This is an optimization exercise on Yosys and OpenROAD, whose aim is small area, a short achievable clock period and few clock cycles, not a production implementation. Function was checked by simulation only, so behaviour that the tests miss may differ from the original. No activity file was given, so power comes from the tool's default toggle rates.

<file path="design/flow/run.sh">
#!/bin/bash
# synth_recipe.tcl (not shown) runs the flow's synth.tcl, then flattens the netlist and writes it again
# the make line also repeats each setting of config.mk as NAME=value (left out here)
make -C /OpenROAD-flow-scripts/flow DESIGN_CONFIG=/design/flow/config.mk WORK_HOME=/design/flow/orfs CLKGATE_MAP_FILE= SYNTH_SCRIPT=/design/flow/synth_recipe.tcl finish
</file>
<file path="design/flow/config.mk">
export PLATFORM = sky130hd
export DESIGN_NAME = rs485_frame_asm
export DESIGN_NICKNAME = rs485_frame_asm
export VERILOG_FILES = /design/flow/design.v
export SDC_FILE = /design/flow/constraint.sdc
export NUM_CORES = 8
export LEC_CHECK = 0
export CAP_MARGIN = 20
export CORE_MARGIN = 2
export CORE_UTILIZATION = 30
export PLACE_DENSITY = 0.5
export SLEW_MARGIN = 20
export SYNTH_MEMORY_MAX_BITS = 4096
</file>
<file path="design/flow/constraint.sdc">
create_clock -name core_clock -period 12.0 [get_ports {clk}]
set_input_delay 2.4000 -clock core_clock [delete_from_list [all_inputs] [get_ports {clk}]]
set_output_delay 2.4000 -clock core_clock [all_outputs]
set_load 0.01 [all_outputs]
</file>
<file path="design/flow/design.v">
module rs485_frame_asm (
    input  wire         clk,
    input  wire         rst,
    input  wire [255:0] addr_map,
    input  wire         in_valid,
    input  wire [7:0]   in_data,
    output wire         in_ready,
    output wire         out_valid,
    output wire [7:0]   out_data,
    output wire         out_last,
    input  wire         out_ready,
    output wire         idle
);
    localparam [8:0] CAP = 9'd260;
    localparam [1:0] S_IDLE   = 2'd0,
                     S_SETTLE = 2'd1,
                     S_CRC    = 2'd2,
                     S_OUT    = 2'd3;
    reg [1:0]   state;
    reg [255:0] addr_mask;    
    reg [7:0]   mem [0:259];  
    reg [8:0]   head;         
    reg [8:0]   len;          
    reg [8:0]   flen;         
    reg [8:0]   idx;          
    reg [15:0]  crc;          
    wire [9:0] tail_sum = {1'b0, head} + {1'b0, len};
    wire [9:0] p1_sum   = {1'b0, head} + 10'd1;
    wire [9:0] p2_sum   = {1'b0, head} + 10'd2;
    wire [9:0] pi_sum   = {1'b0, head} + {1'b0, idx};
    wire [9:0] pn_sum   = {1'b0, head} + {1'b0, flen};
    wire [8:0] tail_pos = (tail_sum >= {1'b0, CAP}) ? tail_sum[8:0] - CAP : tail_sum[8:0];
    wire [8:0] p1_pos   = (p1_sum   >= {1'b0, CAP}) ? p1_sum[8:0]   - CAP : p1_sum[8:0];
    wire [8:0] p2_pos   = (p2_sum   >= {1'b0, CAP}) ? p2_sum[8:0]   - CAP : p2_sum[8:0];
    wire [8:0] pi_pos   = (pi_sum   >= {1'b0, CAP}) ? pi_sum[8:0]   - CAP : pi_sum[8:0];
    wire [8:0] pn_pos   = (pn_sum   >= {1'b0, CAP}) ? pn_sum[8:0]   - CAP : pn_sum[8:0];
    wire [7:0] b0 = mem[head];
    wire [7:0] b1 = mem[p1_pos];
    wire [7:0] b2 = mem[p2_pos];
    wire [7:0] bi = mem[pi_pos];
    wire [8:0] n_exp = {1'b0, b2} + 9'd5;
    reg [15:0] crc_next;
    integer k;
    always @(*) begin
        crc_next = crc ^ {8'h00, bi};
        for (k = 0; k < 8; k = k + 1)
            crc_next = crc_next[0] ? ((crc_next >> 1) ^ 16'hA001) : (crc_next >> 1);
    end
    assign in_ready  = (state == S_IDLE);
    assign idle      = (state == S_IDLE);
    assign out_valid = (state == S_OUT);
    assign out_data  = bi;
    assign out_last  = (idx == flen - 9'd1);
    always @(posedge clk) begin
        if (in_ready && in_valid && !rst)
            mem[tail_pos] <= in_data;
    end
    always @(posedge clk) begin
        if (rst) begin
            state     <= S_IDLE;
            addr_mask <= addr_map;
            head      <= 9'd0;
            len       <= 9'd0;
            flen      <= 9'd5;
            idx       <= 9'd0;
            crc       <= 16'hFFFF;
        end else begin
            case (state)
                S_IDLE: begin
                    if (in_valid) begin
                        len   <= len + 9'd1;
                        state <= S_SETTLE;
                    end
                end
                S_SETTLE: begin
                    if (len == 9'd0) begin
                        state <= S_IDLE;
                    end else if (!addr_mask[b0]) begin
                        head <= p1_pos;
                        len  <= len - 9'd1;
                    end else if (len <= 9'd2) begin
                        state <= S_IDLE;
                    end else if (b1 != 8'h03) begin
                        head <= p1_pos;
                        len  <= len - 9'd1;
                    end else if (len < n_exp) begin
                        state <= S_IDLE;
                    end else begin
                        flen  <= n_exp;
                        idx   <= 9'd0;
                        crc   <= 16'hFFFF;
                        state <= S_CRC;
                    end
                end
                S_CRC: begin
                    if (idx < flen - 9'd2) begin
                        crc <= crc_next;
                        idx <= idx + 9'd1;
                    end else if (idx == flen - 9'd2) begin
                        if (bi == crc[7:0]) begin
                            idx <= idx + 9'd1;
                        end else begin
                            head  <= p1_pos;
                            len   <= len - 9'd1;
                            state <= S_SETTLE;
                        end
                    end else begin
                        if (bi == crc[15:8]) begin
                            idx   <= 9'd0;
                            state <= S_OUT;
                        end else begin
                            head  <= p1_pos;
                            len   <= len - 9'd1;
                            state <= S_SETTLE;
                        end
                    end
                end
                S_OUT: begin
                    if (out_ready) begin
                        if (out_last) begin
                            head  <= pn_pos;
                            len   <= len - flen;
                            state <= S_IDLE;
                        end else begin
                            idx <= idx + 9'd1;
                        end
                    end
                end
            endcase
        end
    end
endmodule
</file>
==> run notes <==
-- where the power goes --
part           switching, uW  internal [uW]
clock                   3980           5130
sequential               231           9340
combinational          14500           7370
-- logic make-up (layout without fill, tap and decap cells) --
family / Yosys count / count (layout) / share of synthesized area (%)
flip-flops: 2399 / 2399 / 48.4
XOR/XNOR: 119 / 119 / 0.730
multiplexers: 2207 / 2207 / 30.0
AND/OR/NAND/NOR: 2918 / 2918 / 9.01
AO/OA/AOI/OAI: 1770 / 1770 / 8.20
other: 0 / 126 / 0
adder cells (fa/ha/maj): 84 / 84 / 0.732
buffers and inverters: 979 / 1320 / 2.98
-- layout make-up --
| type | instances | area share, % |
|---|---|---|
| Antenna cell | 126 | 0.186 |
| Clock buffer | 354 | 4.54 |
| Tap cell | 6475 | 4.78 |
| Timing Repair Buffer | 714 | 4.00 |
| Clock inverter | 178 | 1.15 |
| Inverter | 74 | 0.176 |
| Sequential cell | 2399 | 42.2 |
| Multi-Input combinational cell | 7098 | 43.0 |
-- registers in the layout (all words and copies together), names as in the netlist, named ones only --
register   flops
addr_mask    256
crc           16
flen           9
head           9
idx            9
len            9
mem         2080
state          2
-- worst min path at each step --
stage | from | slack, ns | endpoint | cells past startpoint
detailed placement | crc[6]$_SDFFE_PP1P_ | 0.52 | crc[6]$_SDFFE_PP1P_ | 2
global route | crc[0]$_SDFFE_PP1P_ | 0.56 | crc[0]$_SDFFE_PP1P_ | 2
global placement | state[0]$_SDFFE_PP0P_ | 0.53 | state[0]$_SDFFE_PP0P_ | 2
CTS | crc[0]$_SDFFE_PP1P_ | 0.54 | crc[0]$_SDFFE_PP1P_ | 2
floorplan | crc[0]$_SDFFE_PP1P_ | 0.46 | crc[0]$_SDFFE_PP1P_ | 2
finish | crc[0]$_SDFFE_PP1P_ | 0.52 | crc[0]$_SDFFE_PP1P_ | 2
-- cells in the mapped netlist, types with 63 or more instances --
master / n / share of area, %
dfxtp_1: 63 / 0.85
xnor2_1: 79 / 0.47
a31oi_1: 103 / 0.44
clkbuf_1: 479 / 1.2
nand2_1: 1063 / 2.7
o311ai_0: 65 / 0.39
a21oi_1: 393 / 1.3
a211oi_1: 128 / 0.65
inv_1: 69 / 0.18
buf_2: 220 / 0.75
o21ai_0: 306 / 1.0
o211ai_1: 104 / 0.53
nor3_1: 197 / 0.67
nand3_1: 389 / 1.3
mux2_2: 64 / 0.49
ha_1: 80 / 0.68
buf_1: 119 / 0.30
a22oi_1: 125 / 0.64
nor2_1: 703 / 1.8
edfxtp_1: 2336 / 48
mux2i_1: 379 / 2.6
nor4_1: 200 / 0.85
mux4_2: 1763 / 27
nand4_1: 93 / 0.39
-- metal layers --
metal	GRT usage, %	routed length [um]
met1	40.6	298000
met2	45.9	347000
met5	0.250	619
met4	22.8	71500
met3	13.2	121000
-- stage by stage --
stage	total power, uW	instances	setup WS, ns	utilization, %
2_1_floorplan	21400	10500	0.572	-
3_3_place_gp	30600	16700	1.51	32.5
3_5_place_dp	30500	16800	1.74	32.5
4_1_cts	39600	17300	1.01	34.5
5_1_grt	40800	17300	0.651	34.5
6_report	40500	17400	0.503	34.6
-- worst max-delay path, delay by kind of cell, from the launching register on --
kind | cells | cell delay, ns
buf+inv | 4 | 1.40
simple gates | 6 | 2.23
compound gates | 5 | 2.62
fa+ha+maj | 1 | 0.33
flops | 1 | 0.85
mux | 1 | 0.65
==> flow_metrics.py <==
metrics = {
    "drt": {
        "route.final.wire_length_um": 839000,
        "vias": 121000,
        "dr.pass1.iters": 9,
        "ant_nets": 0,
        "avgRoutedWirePerCell_um": 48.1,
        "drt_iter0_markers": 23200,
        "drc_errors": 0,
        "vias_per_cell": 6.98,
    },
    "final_layout": {
        "syn_to_final_growth_pct": 14.7,
        "final_common_cell": "edfxtp_1",
        "multi_input_area_um2": 72800,
        "nNetsFinal": 10900,
        "design_area_um2": 169000,
        "drive_gt1_share_pct": 27.2,
        "final_cell_mix": "2336 x edfxtp_1, 1763 x mux4_2, 1041 x nand2_1",
        "fillCellCount": 47000,
        "regArea_um2": 71400,
    },
    "critical_path": {
        "rr_worst_depth": 31,
        "crit_path_end": "out_data[1]",
        "cpMostUsedCell": "buf_4",
        "required_ns": 9.60,
        "crit_path_end_kind": "output pin",
        "worstReg2RegStart": "head[2]$_SDFFE_PP0P_",
        "reg2reg_slack_ns": 1.07,
        "startpoint_type": "register",
        "cp_cell_sequence": "ha_1 -> nand2_1 -> o31ai_2 -> a2bb2oi_1 -> nand3_1 -> nor3_4 -> nor2_4 -> buf_4 -> mux2i_1 -> o21ai_0 -> a211oi_1 -> buf_4 -> nor4_1 -> buf_4 -> nand2b_1 -> o21ai_0 -> clkdlybuf4s50_1",
        "crit_type": "reg -> out",
        "crit_slowest_cell": "nor3_4",
        "cp-startpoint": "head[4]$_SDFFE_PP0P_",
        "cp.arrival_ns": 9.10,
        "max_stage_delay_ns": 0.95,
        "r2r_end": "crc[10]$_SDFFE_PP1P_",
        "cp_max_fo": 19,
    },
    "cts": {
        "htreeDepth": 5,
        "cts_buffers": 295,
        "clk_latency_ns": 1.04,
        "cts_tree": "yes",
        "clkSlewWorstSetupHoldPaths_ns": 0.06,
        "post_cts_resized": 0,
        "cts_root_buffer": "clkbuf_16",
        "cts_sinks": 2399,
        "cts_hold_buf": 0,
        "clockBufferDepth": 4,
        "post_cts_buffers": 0,
    },
    "floorplanning": {
        "die_y_um": 705,
        "die_x_um": 705,
        "fp-row-count": 257,
        "io_pins": 280,
        "dieArea_um2": 498000,
        "start_util_pct": 30.1,
        "coreArea_um2": 490000,
    },
    "synth": {
        "yosysWarnings": 1,
        "ys_ff_latch": 2399,
        "synth-seq-area-share_pct": 48.4,
        "syn_nets": 10800,
        "async_reset_ff_share_pct": 0,
        "synth_edf_count": 2336,
        "avgSynthCellArea_um2": 14.1,
        "synthDistinctLibCells": 107,
        "synthCells": 10500,
        "synth_flop_cell": "edfxtp_1",
        "netlist_area_um2": 148000,
    },
    "pwr": {
        "power_density_nw_per_um2": 239,
        "vdd_drop_max_mv": 0.171,
        "power.leakage_uw": 0.0520,
    },
    "place": {
        "dp_hpwl_um": 606000,
        "place_congestion": 1.11,
        "io_buffers": 279,
        "placed_area_um2": 159000,
    },
    "timing": {
        "finalHoldViolCount": 0,
        "fin_skew_ns": 0.0529,
        "period_share_pct": 95.8,
        "setup_viol": 0,
        "fin_setup_tns_ns": 0,
        "max_clock_freq_ghz": 0.0870,
        "max-slew-margin-rel_pct": 3.45,
        "worstMarginPinSlew_ns": 1.44,
        "rsz0062_at_grt": "no",
        "hold_slack_ns": 0.522,
        "period_needed_ns": 11.50,
        "drv_slew": 0,
    },
    "run_status": {
        "outcome": "no timing/DRC/antenna violations",
    },
    "global_route": {
        "gr-usage-all-layers_pct": 32.6,
        "grt_overflow": 0,
        "grt_max_degree": 129,
        "grt_first_pass_wirelength_um": 1100000,
        "grt_pass1_vias": 111000,
        "antenna_found_initial": 140,
    },
    "min_path": {
        "hold_class": "reg -> reg",
    },
    "job": {
        "cap_violations": 0,
    },
}
Testbench counts, summed over its fixed seeds: cycles 65,040.

-- afterwards: timing with drivers on the ports --
The flow's constraints put no driver on any port. The routed layout listed below was extracted and timed again, unchanged, in two steps. Step 1 (the two cells are an assumption about what drives the block):
set clk [get_ports {clk}]
set_driving_cell -lib_cell sky130_fd_sc_hd__clkbuf_16 $clk
set_driving_cell -lib_cell sky130_fd_sc_hd__buf_2 [delete_from_list [all_inputs] $clk]
Step 2 also shifts input and output timing later by t, the mid clock arrival at the registers, as if the neighbouring blocks saw the same clock. a / b / c = ideal / step 1 / step 2; a / b = the first two.
t, ns: 1.119
setup WS [ns]: 0.503 / 0.381 / 1.067
worst setup path after step 2: register to register
worst slew at a driven data input, ns: 0.18
After both steps this run still meets setup and hold. The setup slack of this run moves by -0.122 ns with the drivers and by +0.564 ns with both steps.
